This design comes from an exercise in tuning for small area on the open sky130 flow, not from production work.
Function was checked by simulation only, so behaviour that the tests miss may differ from the original.
No driver is modelled on the clock port, so clock power and skew are understated where the tree is cut down; a real chip needs a root buffer or a tree.
Power figures rest on the tool's default switching activity, not on a simulated workload.

run D:
// ev1527_decoder
module ev1527_decoder (
    input  wire        clk,
    input  wire        rst,         
    input  wire        line_i,      
    input  wire        tick_i,      
    input  wire        rearm_i,     
    input  wire        disable_i,   
    input  wire        clrdet_i,    
    output wire [19:0] address_o,
    output wire [3:0]  key_o,
    output wire        detected_o,
    output wire        enabled_o
);
Size: about 86 flip-flops, roughly 33 I/O pins, ~3800 um^2 of cells after synthesis.
Settings: LEC_CHECK=0, CAP_MARGIN=20, CORE_MARGIN=2, CORE_UTILIZATION=40, GPL_TIMING_DRIVEN=0, SLEW_MARGIN=20; clock period 6.0 ns.
standard.sh (not shown) runs the stock make flow with config.mk's settings and CLKGATE_MAP_FILE= SYNTH_SCRIPT=/design/flow/synth_recipe.tcl, a recipe that flattens the netlist after the stock synthesis.
==> flow/flow/run.sh <==
#!/bin/bash
# Own layout flow: the standard flow (standard.sh) with these changes.
#  - Synthesis is the standard flow's own script (synth_recipe.tcl), except that the ABC
#    mapping step uses an area-oriented script (flow/area.abc): the same
#    registers, cell types and names, only the logic between them is mapped
#    differently.
#  - Ports are buffered with buf_1 instead of the resizer's default pick.
#  - CTS does not insert dummy loads.
# Each tool's log is in orfs/logs/; make's output is in flow_make.log.
set -euo pipefail
W=$(pwd)
cat > "$W/flow_synth.tcl" <<EOF
proc abc {args} {
  set i [lsearch -exact \$args -script]
  if {\$i >= 0} { lset args [expr {\$i + 1}] $W/flow/area.abc }
  yosys abc {*}\$args
}
source $W/synth_recipe.tcl
EOF
export BUFFER_PORTS_ARGS="-buffer_cell sky130_fd_sc_hd__buf_1"
export CTS_ARGS="-sink_clustering_enable -repair_clock_nets -dont_use_dummy_load"
bash standard.sh SYNTH_SCRIPT="$W/flow_synth.tcl" finish > flow_make.log 2>&1
==> flow/flow/area.abc <==
&get -n
&st
&dch
&nf -R 1000
&put
topo
Run D: PASS, flow complete, no timing, DRC or antenna violations
Modified inputs, run Z compared to run D
--- a/flow/config.mk
+++ b/flow/config.mk
@@ -10 +10 @@
-export CORE_UTILIZATION = 40
+export CORE_UTILIZATION = 70
Notes after the runs:
Going from run D to run Z, wire length on met3 grew by more than half. Run Z vs. run D: met3 routing resource usage after global routing went up by 1.8 points. Changes observed in run Z relative to run D: full die area -4200 um^2, sequential power decreased about 0.5%, mean routed wirelength per cell went up.

* * *

== north ==
Another version of the RTL of ev1527_decoder (not shown whole).
Size in the first run: about 85 flip-flops, roughly 33 I/O pins, roughly 3600 um2 of cells after synthesis.
Settings: LEC_CHECK=0, CAP_MARGIN=20, CORE_MARGIN=2, CORE_UTILIZATION=60, GPL_TIMING_DRIVEN=0, SLEW_MARGIN=20; clock period 6.0 ns.
==> flow/flow/run.sh <==
#!/bin/bash
# Own layout flow: the standard flow (standard.sh) with these changes.
#  - Synthesis is the standard flow's own script (synth_recipe.tcl), except that the ABC
#    mapping step uses an area-oriented script (flow/area.abc): the same
#    registers, cell types and names, only the logic between them is mapped
#    differently.
#  - Ports are buffered with buf_1 instead of the resizer's default pick.
#  - CTS is replaced by a two-level clock buffer tree (flow/cts_hook.tcl):
#    the registers are split into CLK_GROUPS equal groups by position, each
#    driven by a clkbuf_8 at its centre; one clkbuf_2 drives those.
# Each tool's log is in orfs/logs/; make's output is in flow_make.log.
set -euo pipefail
W=$(pwd)
cat > "$W/flow_synth.tcl" <<EOF
proc abc {args} {
  set i [lsearch -exact \$args -script]
  if {\$i >= 0} { lset args [expr {\$i + 1}] $W/flow/area.abc }
  yosys abc {*}\$args
}
source $W/synth_recipe.tcl
EOF
export BUFFER_PORTS_ARGS="-buffer_cell sky130_fd_sc_hd__buf_1"
export PRE_CTS_TCL="$W/flow/cts_hook.tcl"
export CLK_GROUPS=4
export CLK_LEAF_CELL=sky130_fd_sc_hd__clkbuf_8
export CLK_ROOT_CELL=sky130_fd_sc_hd__clkbuf_2
bash standard.sh SYNTH_SCRIPT="$W/flow_synth.tcl" finish > flow_make.log 2>&1
==> flow/flow/area.abc <==
&get -n
&st
&dch
&nf -R 1000 -E 100 -F 8 -A 8
&put
topo
==> flow/flow/cts_hook.tcl <==
# Clock distribution without CTS's H-tree: the registers are split into
# CLK_GROUPS groups of near-equal size by recursive bisection of their
# positions; each group is driven by one CLK_LEAF_CELL placed at the group's
# centre, and one CLK_ROOT_CELL, fed by the clock port, drives the leaf
# buffers. ORFS's CTS step then legalises and repairs timing as usual.

proc flow_split_sinks {sinks k} {
  if {$k <= 1} { return [list $sinks] }
  set xs {}
  set ys {}
  foreach s $sinks { lappend xs [lindex $s 1]; lappend ys [lindex $s 2] }
  set xs [lsort -real $xs]
  set ys [lsort -real $ys]
  set dx [expr {[lindex $xs end] - [lindex $xs 0]}]
  set dy [expr {[lindex $ys end] - [lindex $ys 0]}]
  set idx [expr {$dx >= $dy ? 1 : 2}]
  set sorted [lsort -real -index $idx $sinks]
  set k1 [expr {$k / 2}]
  set n1 [expr {int(round(double([llength $sorted]) * $k1 / $k))}]
  return [concat \
    [flow_split_sinks [lrange $sorted 0 [expr {$n1 - 1}]] $k1] \
    [flow_split_sinks [lrange $sorted $n1 end] [expr {$k - $k1}]]]
}

proc flow_build_clock {} {
  set block [ord::get_db_block]
  set dbu [$block getDbUnitsPerMicron]
  set sinks {}
  foreach inst [$block getInsts] {
    if {[[$inst getMaster] isSequential]} {
      set bb [$inst getBBox]
      lappend sinks [list [$inst getName] \
        [expr {([$bb xMin] + [$bb xMax]) / 2.0 / $dbu}] \
        [expr {([$bb yMin] + [$bb yMax]) / 2.0 / $dbu}]]
    }
  }
  set groups [flow_split_sinks $sinks $::env(CLK_GROUPS)]
  set g 0
  set cx 0
  set cy 0
  foreach grp $groups {
    set sx 0
    set sy 0
    set pins {}
    foreach s $grp {
      set sx [expr {$sx + [lindex $s 1]}]
      set sy [expr {$sy + [lindex $s 2]}]
      lappend pins [get_pins "[lindex $s 0]/CLK"]
    }
    set m [llength $grp]
    set x [expr {$sx / $m}]
    set y [expr {$sy / $m}]
    set cx [expr {$cx + $x}]
    set cy [expr {$cy + $y}]
    insert_buffer -buffer_cell $::env(CLK_LEAF_CELL) -net clk -load_pins $pins \
      -location [list $x $y] -buffer_name "clkbuf_leaf_$g" -net_name "clknet_leaf_$g"
    incr g
  }
  insert_buffer -buffer_cell $::env(CLK_ROOT_CELL) -net clk \
    -location [list [expr {$cx / $g}] [expr {$cy / $g}]] \
    -buffer_name clkbuf_root -net_name clknet_root
  foreach net [$block getNets] {
    if {[string match clk* [$net getName]]} { $net setSigType CLOCK }
  }
  set_propagated_clock [all_clocks]
}

rename clock_tree_synthesis orfs_clock_tree_synthesis
proc clock_tree_synthesis {args} { flow_build_clock }
Relative to north, the following input files were edited for south:
- CORE_UTILIZATION changed from 60 to 40
--- a/flow/flow/run.sh
+++ b/flow/flow/run.sh
@@ -23,3 +23,3 @@
 export PRE_CTS_TCL="$W/flow/cts_hook.tcl"
-export CLK_GROUPS=4
+export CLK_GROUPS=5
 export CLK_LEAF_CELL=sky130_fd_sc_hd__clkbuf_8
==> flow/flow/area.abc <==
&get -n
&st
&dch -f
&nf -R 1000 -p
&put
topo
### Flow results
Changes observed in south relative to north: post-CTS clock slew at the launch and capture registers of the worst setup and hold paths lost 20 ps; share of the core filled with cells saw a decrease; routed wire length shrank by 7.3%; total power picked up an extra about 1.7%.
Modified inputs, east compared to south
==> flow/flow/area.abc <==
&get -n
&st
&dch
&nf -R 1000 -E 100 -F 8 -A 8
&put
topo
## What came out
east vs south: horizontal die dimension down
Against south, east comes in about 8% higher on number of vias after detailed routing.
Per the final summary, east finished and its layout is clean on timing, DRC and antenna.
When east is set beside south, its final wirelength turns out to be 170 um larger.
Compared with south, east degrades worst voltage drop across the vdd grid.
[inputs] west vs east
- CORE_UTILIZATION: 40 -> 60
==> run notes <==
- Comparing east against west, there is no change at all in sequential cell count.
- In west the delay of the slowest cell on the worst path turned out 20 ps lower than in east.
- As far as power share of the sequential group is concerned, east and west perform about the same.
- Between west and east, the area added between synthesis and finish is lower for west.
- Diff east -> west | setup slack | increase of 22 ps
[inputs] middle vs west
- swapping 60 for 40 in CORE_UTILIZATION
==> flow/flow/area.abc <==
&get -n
&st
&dch
&nf -R 10 -E 100 -F 8 -A 8
&put
topo
==> comparison <==
- middle improves on west in via count.
- Worst setup slack, middle and west: smaller value in west
- Between west and middle, the delay of the slowest cell on the worst path does not differ in any meaningful way.
- west has higher combinational share of power than middle.
- Going from west to middle, the final instance area was found to have gone up by about 1.3%.
- Delta (middle minus west): final core utilization went down; initial core utilization lower; worst-case hold slack down 6.8 ps; total design power saw a decrease.
- west -> middle: routed length on met3 increased by a few percent
No run of this note takes its clock network from TritonCTS; it comes from the design's own scripts or RTL.

* * *

Setup of v30:
Another version of the RTL of ev1527_decoder (not shown whole).
Size in the first run: about 290 cells after synthesis, roughly 33 I/O pins, roughly 0.0038 sq mm of cells after synthesis.
==> flow/config.mk <==
export PLATFORM = sky130hd
export DESIGN_NAME = ev1527_decoder
export DESIGN_NICKNAME = ev1527_decoder
export VERILOG_FILES = /design/flow/design.v
export SDC_FILE = /design/flow/constraint.sdc
export NUM_CORES = 4
export LEC_CHECK = 0
export CAP_MARGIN = 20
export CORE_MARGIN = 2
export CORE_UTILIZATION = 40
export GPL_TIMING_DRIVEN = 0
export SLEW_MARGIN = 20
==> flow/constraint.sdc <==
create_clock -name core_clock -period 6.0 [get_ports {clk}]
set_input_delay 1.2000 -clock core_clock [delete_from_list [all_inputs] [get_ports {clk}]]
set_output_delay 1.2000 -clock core_clock [all_outputs]
set_load 0.01 [all_outputs]
==> flow/flow/run.sh <==
#!/bin/bash
# Own layout flow: the standard flow (standard.sh) with these changes.
#  - Synthesis is the standard flow's own script (synth_recipe.tcl), except that the ABC
#    mapping step uses an area-oriented script (flow/area.abc): the same
#    registers, cell types and names, only the logic between them is mapped
#    differently.
#  - Ports are buffered with buf_1 instead of the resizer's default pick.
#  - CTS does not insert dummy loads.
# Each tool's log is in orfs/logs/; make's output is in flow_make.log.
set -euo pipefail
W=$(pwd)
cat > "$W/flow_synth.tcl" <<EOF
proc abc {args} {
  set i [lsearch -exact \$args -script]
  if {\$i >= 0} { lset args [expr {\$i + 1}] $W/flow/area.abc }
  yosys abc {*}\$args
}
source $W/synth_recipe.tcl
EOF
export BUFFER_PORTS_ARGS="-buffer_cell sky130_fd_sc_hd__buf_1"
export CTS_ARGS="-sink_clustering_enable -repair_clock_nets -dont_use_dummy_load"
bash standard.sh SYNTH_SCRIPT="$W/flow_synth.tcl" finish > flow_make.log 2>&1
==> flow/flow/area.abc <==
&get -n
&st
&dch
&nf -R 1000
&put
topo
v30: full flow OK, the timing, DRC and antenna checks passed
> inputs changed (v30 -> v38)
-- flow/flow/run.sh --
<<< v30, line 16
>>> v38, line 16
  puts "flow: abc with area script"
<<< v30, line 21
export CTS_ARGS="-sink_clustering_enable -repair_clock_nets -dont_use_dummy_load"
>>> v38, line 22
export PRE_CTS_TCL="$W/flow/cts_hook.tcl"
export CLK_ROOT_CELL=sky130_fd_sc_hd__clkbuf_16
==> flow/flow/cts_hook.tcl (new file) <==
# Replaces CTS's tree with one clock buffer (CLK_ROOT_CELL) that drives every
# register, placed at the centre of the registers; the rest of ORFS's CTS
# step (legalisation, timing repair) runs as usual.
rename clock_tree_synthesis orfs_clock_tree_synthesis
proc clock_tree_synthesis {args} {
  set block [ord::get_db_block]
  set sx 0
  set sy 0
  set n 0
  foreach inst [$block getInsts] {
    if {[[$inst getMaster] isSequential]} {
      set bb [$inst getBBox]
      set sx [expr {$sx + ([$bb xMin] + [$bb xMax]) / 2}]
      set sy [expr {$sy + ([$bb yMin] + [$bb yMax]) / 2}]
      incr n
    }
  }
  set dbu [$block getDbUnitsPerMicron]
  set x [expr {double($sx) / $n / $dbu}]
  set y [expr {double($sy) / $n / $dbu}]
  insert_buffer -buffer_cell $::env(CLK_ROOT_CELL) -net clk -location [list $x $y] \
    -buffer_name clkbuf_root -net_name clknet_root
  [$block findNet clknet_root] setSigType CLOCK
  [$block findNet clk] setSigType CLOCK
  set_propagated_clock [all_clocks]
}
--- outcome ---
- For v38, the flow was terminated by a tool error in 4_1_cts and produced no final design.
- Number of library cell types mapped by synthesis: v30 vs v38 identical
- Per the comparison of v38 with v30, sequential-to-total area share from yosys stat held, flip-flop and latch count after synthesis comparable.
- From v30 to v38, synthesized area did not move at all.
Edits applied to the flow inputs when going from v38 to v23:
Settings: CORE_UTILIZATION changed from 40 to 70.
-- flow/flow/run.sh --
<<< v38, line 16
  puts "flow: abc with area script"
>>> v23, line 16
<<< v38, line 22
export PRE_CTS_TCL="$W/flow/cts_hook.tcl"
export CLK_ROOT_CELL=sky130_fd_sc_hd__clkbuf_16
>>> v23, line 21
export CTS_ARGS="-sink_clustering_enable -repair_clock_nets -dont_use_dummy_load"
removed: flow/flow/cts_hook.tcl
### Flow results
v23 completed; timing, DRC and antenna clean. v38 is listed as incomplete: the tool reported an error in 4_1_cts and the run ended there. Half-perimeter wire length after detailed placement up 35 um in v23 wrt v38. Of v38 and v23, v23 shows the lower total cell area at the placement stage, with v38 above it. In the metrics for v38 and v23, the one carrying the lower row count is v23. Fraction of registers with async set/reset came out exactly the same in v38 and v23. v38 -> v23: width of the die decreased by more than 10%. v38 -> v23: fraction of synthesized area in multiplexers delta 0, exact match. What v38 reported for height of the die has to be multiplied by 0.77 to get the figure for v23. On v23: instance count after placement with tap cells included is 9.5% lower than what v38 gave. Compared v23 vs v38, and initial core utilization is up in v23.
#### Input delta (v2 over v23)
Settings: CORE_UTILIZATION changed from 70 to 40.
-- flow/flow/run.sh --
<<< v23, line 21
export CTS_ARGS="-sink_clustering_enable -repair_clock_nets -dont_use_dummy_load"
>>> v2, line 21
export CTS_ARGS="-sink_clustering_enable -repair_clock_nets -dont_use_dummy_load -buf_list \"sky130_fd_sc_hd__clkbuf_4 sky130_fd_sc_hd__clkbuf_8\""
Results
- Compared with v23, in v2 tightest hold margin shrank by 0.0075 ns; wire length shrank by 0.61%.
- Global routing usage on met2: v2 < v23
- In the reports for v2 and v23, the smaller final critical-path setup slack belongs to v23.
- Routing usage on met3 came out lower on v2 than on v23.
- In v2, the fraction of layout cells with a size suffix above 1 came out 1.2 points above the value in v23.
- Max highest net fanout along the worst path across v2 and v23: v2
- Comparing v2 and v23, the higher worst endpoint required time is on v2.
- v2 vs v23: design area up

-- what the ideal ports hide --
The results above use ideal ports. As a check the final layouts listed here were re-extracted and re-timed, cells and wires unchanged.
Step 1, drivers: a clkbuf_16 drives clk and a buf_2 each remaining input, both assumed.
Step 2, shift: input delay + t, output delay - t, t = (earliest + latest rising clock arrival at the registers) / 2. This alone moves slack from input paths to output paths.
a / b / c = no drivers / after step 1 / after step 2; a / b = the first two.
| run | t, ns | slack for setup (ns) | worst data-port slew with drivers (ns) |
|---|---|---|---|
| run D | 0.378 | 0.205 / 0.205 / 0.205 | 0.04 |
| run Z | 0.370 | 0.188 / 0.188 / 0.188 | 0.03 |
| north | 0.476 | 0.778 / 0.778 / 0.778 | 0.03 |
| south | 0.497 | 0.274 / 0.274 / 0.274 | 0.03 |
| east | 0.494 | 0.770 / 0.770 / 0.770 | 0.04 |
| west | 0.519 | 0.791 / 0.791 / 0.791 | 0.03 |
| middle | 0.495 | 0.819 / 0.819 / 0.819 | 0.03 |
| v30 | 0.363 | 0.220 / 0.220 / 0.220 | 0.03 |
| v23 | 0.375 | 0.177 / 0.177 / 0.177 | 0.03 |
| v2 | 0.363 | 0.220 / 0.220 / 0.220 | 0.03 |
After both steps setup and hold are still met in every run listed.
